What follows belongs to an exercise in optimizing a design on an open flow for small area, a short achievable clock period and few clock cycles per item; a production flow would make more cautious choices. Only simulation tests tie the RTL to the original design; equivalence was not proved.

== v40 ==
## pfe_bld
module pfe_bld (
    input  wire        clk,
    input  wire        rst,
    input  wire        in_valid,
    output wire        in_ready,
    input  wire [4:0]  in_op,
    input  wire [31:0] in_src,
    input  wire [31:0] in_dst,
    output reg         out_valid,
    input  wire        out_ready,
    output reg  [31:0] out_pix
);
==> flow/config.mk <==
export PLATFORM = sky130hd
export DESIGN_NAME = pfe_bld
export DESIGN_NICKNAME = pfe_bld
export VERILOG_FILES = /design/flow/design.v
export SDC_FILE = /design/flow/constraint.sdc
export NUM_CORES = 4
export LEC_CHECK = 0
export CAP_MARGIN = 20
export CORE_MARGIN = 2
export CORE_UTILIZATION = 40
export SLEW_MARGIN = 20
==> flow/constraint.sdc <==
create_clock -name core_clock -period 16.0 [get_ports {clk}]
set_input_delay 3.2000 -clock core_clock [delete_from_list [all_inputs] [get_ports {clk}]]
set_output_delay 3.2000 -clock core_clock [all_outputs]
set_load 0.01 [all_outputs]
standard.sh (not shown) runs the stock make flow with config.mk's settings and CLKGATE_MAP_FILE= SYNTH_SCRIPT=/design/flow/synth_recipe.tcl, a recipe that flattens the netlist after the stock synthesis.
==> flow/flow/run.sh <==
#!/bin/bash
set -euo pipefail
bash standard.sh SETUP_SLACK_MARGIN=9 finish > standard.log 2>&1
Testbench counts of v40, summed over its fixed seeds: cycles 24,846, items 16,384.
diff inputs: v40 => v30
==> flow/flow/run.sh <==
#!/bin/bash
set -euo pipefail
bash standard.sh SETUP_SLACK_MARGIN=11 finish > standard.log 2>&1
==> run summary <==
- Sort v40 and v30 by share of final-layout standard cells stronger than drive strength 1 asc -> top: v40
- v30 vs v40 on wire length: v30 is the higher one.
- The more densely filled core belongs to v30, not v40.
- Critical path depth, v40 and v30: lower on v40
- In v30 relative to v40, first-pass GRT wire length had gone up by a little under 10%.
- v40 reports its startpoint of the most critical setup path as src0[6] while v30 reports y1[2][17].
- | worst hold slack | lower: v40 |
The inputs of v18 differ from those of v30 as listed below.
==> flow/flow/run.sh <==
#!/bin/bash
set -euo pipefail
bash standard.sh SETUP_SLACK_MARGIN=9.5 finish > standard.log 2>&1
[summary]
Aggregate global-route resource usage ended up 2.2 points lower on v18 than on v30. In v18, the worst hold slack after final layout came out 0.0091 ns below the value in v30. Between v18 and v30, post-cts gate resize count is lower for v18, v30 comes in above that. Ran to the end and failed final checks on antenna rules: v18. On v18: area share of buffers outside the clock network is 5.6 points lower than what v30 gave. Summary of v18 over v30: area share of fa/ha/maj cells after synthesis neither gained nor lost much, clock buffer instance count of the final layout lost 11, final cycle utilization of the critical path picked up an extra 1.8 points.
Input changes introduced in v1 (baseline for comparison: v18):
# v18
export LEC_CHECK = 0
export CAP_MARGIN = 20
export CORE_MARGIN = 2
export CORE_UTILIZATION = 40
export SLEW_MARGIN = 20
create_clock -name core_clock -period 16.0 [get_ports {clk}]
# v1
export LEC_CHECK = 0
export CAP_MARGIN = 50
export CORE_MARGIN = 2
export CORE_UTILIZATION = 40
export PLACE_DENSITY = 0.7
export SETUP_SLACK_MARGIN = 5
export SLEW_MARGIN = 50
create_clock -name core_clock -period 16.0 [get_ports {clk}]
==> flow/run.sh (new file) <==
#!/bin/bash
# synth_recipe.tcl (not shown) runs the flow's synth.tcl, then flattens the netlist and writes it again
# the make line also repeats each setting of config.mk as NAME=value (left out here)
make -C /OpenROAD-flow-scripts/flow DESIGN_CONFIG=/design/flow/config.mk WORK_HOME=/design/flow/orfs CLKGATE_MAP_FILE= SYNTH_SCRIPT=/design/flow/synth_recipe.tcl finish
removed: flow/flow/run.sh
removed: flow/standard.sh
Relative to v18, area overhead of the layout relative to synthesis decreased by 1.4 points in v1.
Changes observed in v1 relative to v18: part of the cycle the worst path needs up 4.1 points, global-route wire length before repair dropped 4.4 mm, cell count lost 106.
NOTE: total clock buffers created by CTS in v1 falls short of that of v18
v18 → v1: setup slack lost 0.65 ns; final wirelength has decreased; total area of sequential cells shows no meaningful change.
A critical path launch point of y1[1][15] is what v1 shows, while m1gr[2] belongs to v18.
v1 | stages: all done | timing, DRC, antenna: all pass
Setup changes, v1 to v21
# v1
export LEC_CHECK = 0
export CAP_MARGIN = 50
export CORE_MARGIN = 2
export CORE_UTILIZATION = 40
export PLACE_DENSITY = 0.7
export SETUP_SLACK_MARGIN = 5
export SLEW_MARGIN = 50
create_clock -name core_clock -period 16.0 [get_ports {clk}]
# v21
export LEC_CHECK = 0
export CAP_MARGIN = 20
export CORE_MARGIN = 2
export CORE_UTILIZATION = 40
export SLEW_MARGIN = 20
create_clock -name core_clock -period 16.0 [get_ports {clk}]
==> flow/flow/run.sh (new file) <==
#!/bin/bash
set -euo pipefail
bash standard.sh SETUP_SLACK_MARGIN=10 finish > standard.log 2>&1
==> flow/standard.sh (new file) <==
#!/bin/bash
# synth_recipe.tcl (not shown) runs the flow's synth.tcl, then flattens the netlist and writes it again
# the make line also repeats each setting of config.mk as NAME=value (left out here)
make -C /OpenROAD-flow-scripts/flow DESIGN_CONFIG=/design/flow/config.mk WORK_HOME=/design/flow/orfs CLKGATE_MAP_FILE= SYNTH_SCRIPT=/design/flow/synth_recipe.tcl "${@:-finish}"
removed: flow/run.sh
==> run summary <==
Looking only at filler cell count in the final layout, and setting everything else aside, the higher value of v1 and v21 goes to v1. Looking at non-clock buffer count across v1 and v21, the one that comes out higher is v21. Summary of the comparison: max-slew headroom at the worst pin is lower in v21, relative to v1. Measured against each other, v1 and v21 differ in weighted congestion at the end of routability-driven global placement, the higher figure coming from v1. Looking at via count across both flows, v21 is the weaker of the two, with v1 ahead. Diff v1 -> v21: largest net degree at the start of global routing shows a reduction of 40%, area occupied by registers held steady, utilization went up 2.5 points, setup slack went up, number of iterations in the first detailed-routing pass increased by 1 relative to the old numbers.
What v3 does differently from v21 at the input level:
# v21
export LEC_CHECK = 0
export CAP_MARGIN = 20
export CORE_MARGIN = 2
export CORE_UTILIZATION = 40
export SLEW_MARGIN = 20
create_clock -name core_clock -period 16.0 [get_ports {clk}]
# v3
export LEC_CHECK = 0
export CAP_MARGIN = 20
export CORE_MARGIN = 2
export CORE_UTILIZATION = 40
export SETUP_SLACK_MARGIN = 5
export SLEW_MARGIN = 20
create_clock -name core_clock -period 16.0 [get_ports {clk}]
==> flow/run.sh (new file) <==
#!/bin/bash
# synth_recipe.tcl (not shown) runs the flow's synth.tcl, then flattens the netlist and writes it again
# the make line also repeats each setting of config.mk as NAME=value (left out here)
make -C /OpenROAD-flow-scripts/flow DESIGN_CONFIG=/design/flow/config.mk WORK_HOME=/design/flow/orfs CLKGATE_MAP_FILE= SYNTH_SCRIPT=/design/flow/synth_recipe.tcl finish
removed: flow/flow/run.sh
removed: flow/standard.sh
[summary]
Diff v3..v21 | number of max-cap violations | unchanged
Diff v21 -> v3: worst setup slack after placement went up 0.022 ns.
v3 vs v21, data-path buffer share of cell area in the final layout went down by 3.3 points.
v3 vs v21, area overhead of the layout relative to synthesis went down by 7.0 points.

---

Another version of the RTL of pfe_bld (not shown whole).
Size: ~9,400 cells after synthesis, roughly 510 flip-flops, ~110 I/O pins.
clock: 16.0 ns
lec_check: 0
cap_margin: 20
core_margin: 2
core_utilization: 40
slew_margin: 20
run.sh (not shown) runs the stock make flow with config.mk's settings and CLKGATE_MAP_FILE= SYNTH_SCRIPT=/design/flow/synth_recipe.tcl, a recipe that flattens the netlist after the stock synthesis.
Stock flow here: none of the scripts above is used.
Testbench counts at the start, summed over its fixed seeds: cycles 24,838, items 16,384.
Rerun with:
--- a/flow/config.mk
+++ b/flow/config.mk
@@ -7,2 +7,3 @@
 export LEC_CHECK = 0
+export ABC_CLOCK_PERIOD_IN_PS = 5000
 export CAP_MARGIN = 20
@@ -10,2 +11,3 @@
 export CORE_UTILIZATION = 40
+export SETUP_SLACK_MARGIN = 5
 export SLEW_MARGIN = 20
- The new run produced a clean layout
- setup slack is better by 0.88 ns
- sequential share of layout area stays flat
- sequential cell count is unchanged
- count of clock-buffer cells in the layout stays the same

---

Another version of the RTL of pfe_bld (not shown whole).
Size in the first run: roughly 9,400 cells after synthesis, ~740 flip-flops.
## pfe_bld
module pfe_bld (
    input  wire        clk,
    input  wire        rst,
    input  wire        in_valid,
    output wire        in_ready,
    input  wire [4:0]  in_op,
    input  wire [31:0] in_src,
    input  wire [31:0] in_dst,
    output reg         out_valid,
    input  wire        out_ready,
    output reg  [31:0] out_pix
);
clock: 16.0 ns
lec_check: 0
cap_margin: 20
core_margin: 2
core_utilization: 40
slew_margin: 20
standard.sh (not shown) runs the stock make flow with config.mk's settings and CLKGATE_MAP_FILE= SYNTH_SCRIPT=/design/flow/synth_recipe.tcl, a recipe that flattens the netlist after the stock synthesis.
==> flow/flow/run.sh <==
#!/bin/bash
set -euo pipefail
bash standard.sh SETUP_SLACK_MARGIN=10.25 finish > standard.log 2>&1
The starting point went through all stages and came out clean.
Testbench counts at the start, summed over its fixed seeds: cycles 23,653, items 16,384.
Next try:
==> flow/flow/run.sh (replaced) <==
#!/bin/bash
set -euo pipefail
bash standard.sh SETUP_SLACK_MARGIN=10 finish > standard.log 2>&1
Die area does not change.
Count of clock-buffer cells in the layout rose by 4.
Wire length fell by 1.2%.
Worst hold slack is better by 100 ps.
Maximum frequency rose by 2.4%.
Setup slack is better by 140 ps.
Synthesized area is unchanged.
Next try:
==> flow/flow/run.sh (replaced) <==
#!/bin/bash
set -euo pipefail
bash standard.sh SETUP_SLACK_MARGIN=10.5 finish > standard.log 2>&1
What happened:
- final area went up by about 4.3%
- hold slack gets worse by 10 ps
- critical path depth goes down by 2

==> separate check: timing with driven ports <==
Ports are ideal in the flow. The routed layouts listed here were re-timed in OpenROAD.
Step 1 (the two cells are an assumption about what drives the block):
set clk [get_ports {clk}]
set_driving_cell -lib_cell sky130_fd_sc_hd__clkbuf_16 $clk
set_driving_cell -lib_cell sky130_fd_sc_hd__buf_2 [delete_from_list [all_inputs] $clk]
Step 2, shift: input delay + t, output delay - t, t = (earliest + latest rising clock arrival at the registers) / 2. This alone moves slack from input paths to output paths.
a / b / c = ideal / step 1 / step 2; a / b = the first two.
run | shift t [ns] | setup slack, ns | hold slack, ns | worst register clock-pin slew, ns | pins driven straight from the clock port
v40 | 0.803 | 9.263 / 9.263 / 9.263 | 0.530 / 0.530 / 0.530 | 0.08 / 0.08 | 1
v30 | 0.808 | 9.975 / 9.975 / 9.975 | 0.541 / 0.541 / 0.541 | 0.08 / 0.08 | 1
v18 | 0.804 | 9.680 / 9.680 / 9.680 | 0.532 / 0.532 / 0.532 | 0.07 / 0.07 | 1
v1 | 0.787 | 9.027 / 9.027 / 9.027 | 0.536 / 0.536 / 0.536 | 0.07 / 0.07 | 1
v21 | 0.809 | 9.881 / 9.881 / 9.881 | 0.524 / 0.524 / 0.524 | 0.08 / 0.08 | 1
v3 | 0.776 | 8.906 / 8.906 / 8.906 | 0.528 / 0.528 / 0.528 | 0.08 / 0.08 | 1
the first run of note 2 | 0.776 | 4.809 / 4.809 / 4.809 | 0.512 / 0.512 / 0.512 | 0.08 / 0.08 | 1
the second run of note 2 | 0.770 | 5.689 / 5.689 / 5.689 | 0.511 / 0.511 / 0.511 | 0.08 / 0.08 | 1
the first run of note 3 | 0.824 | 9.911 / 9.911 / 9.911 | 0.435 / 0.435 / 0.435 | 0.07 / 0.07 | 1
the second run of note 3 | 0.824 | 10.053 / 10.032 / 10.053 | 0.535 / 0.535 / 0.535 | 0.07 / 0.07 | 1
the third run of note 3 | 0.832 | 10.090 / 10.090 / 10.090 | 0.525 / 0.525 / 0.525 | 0.07 / 0.07 | 1
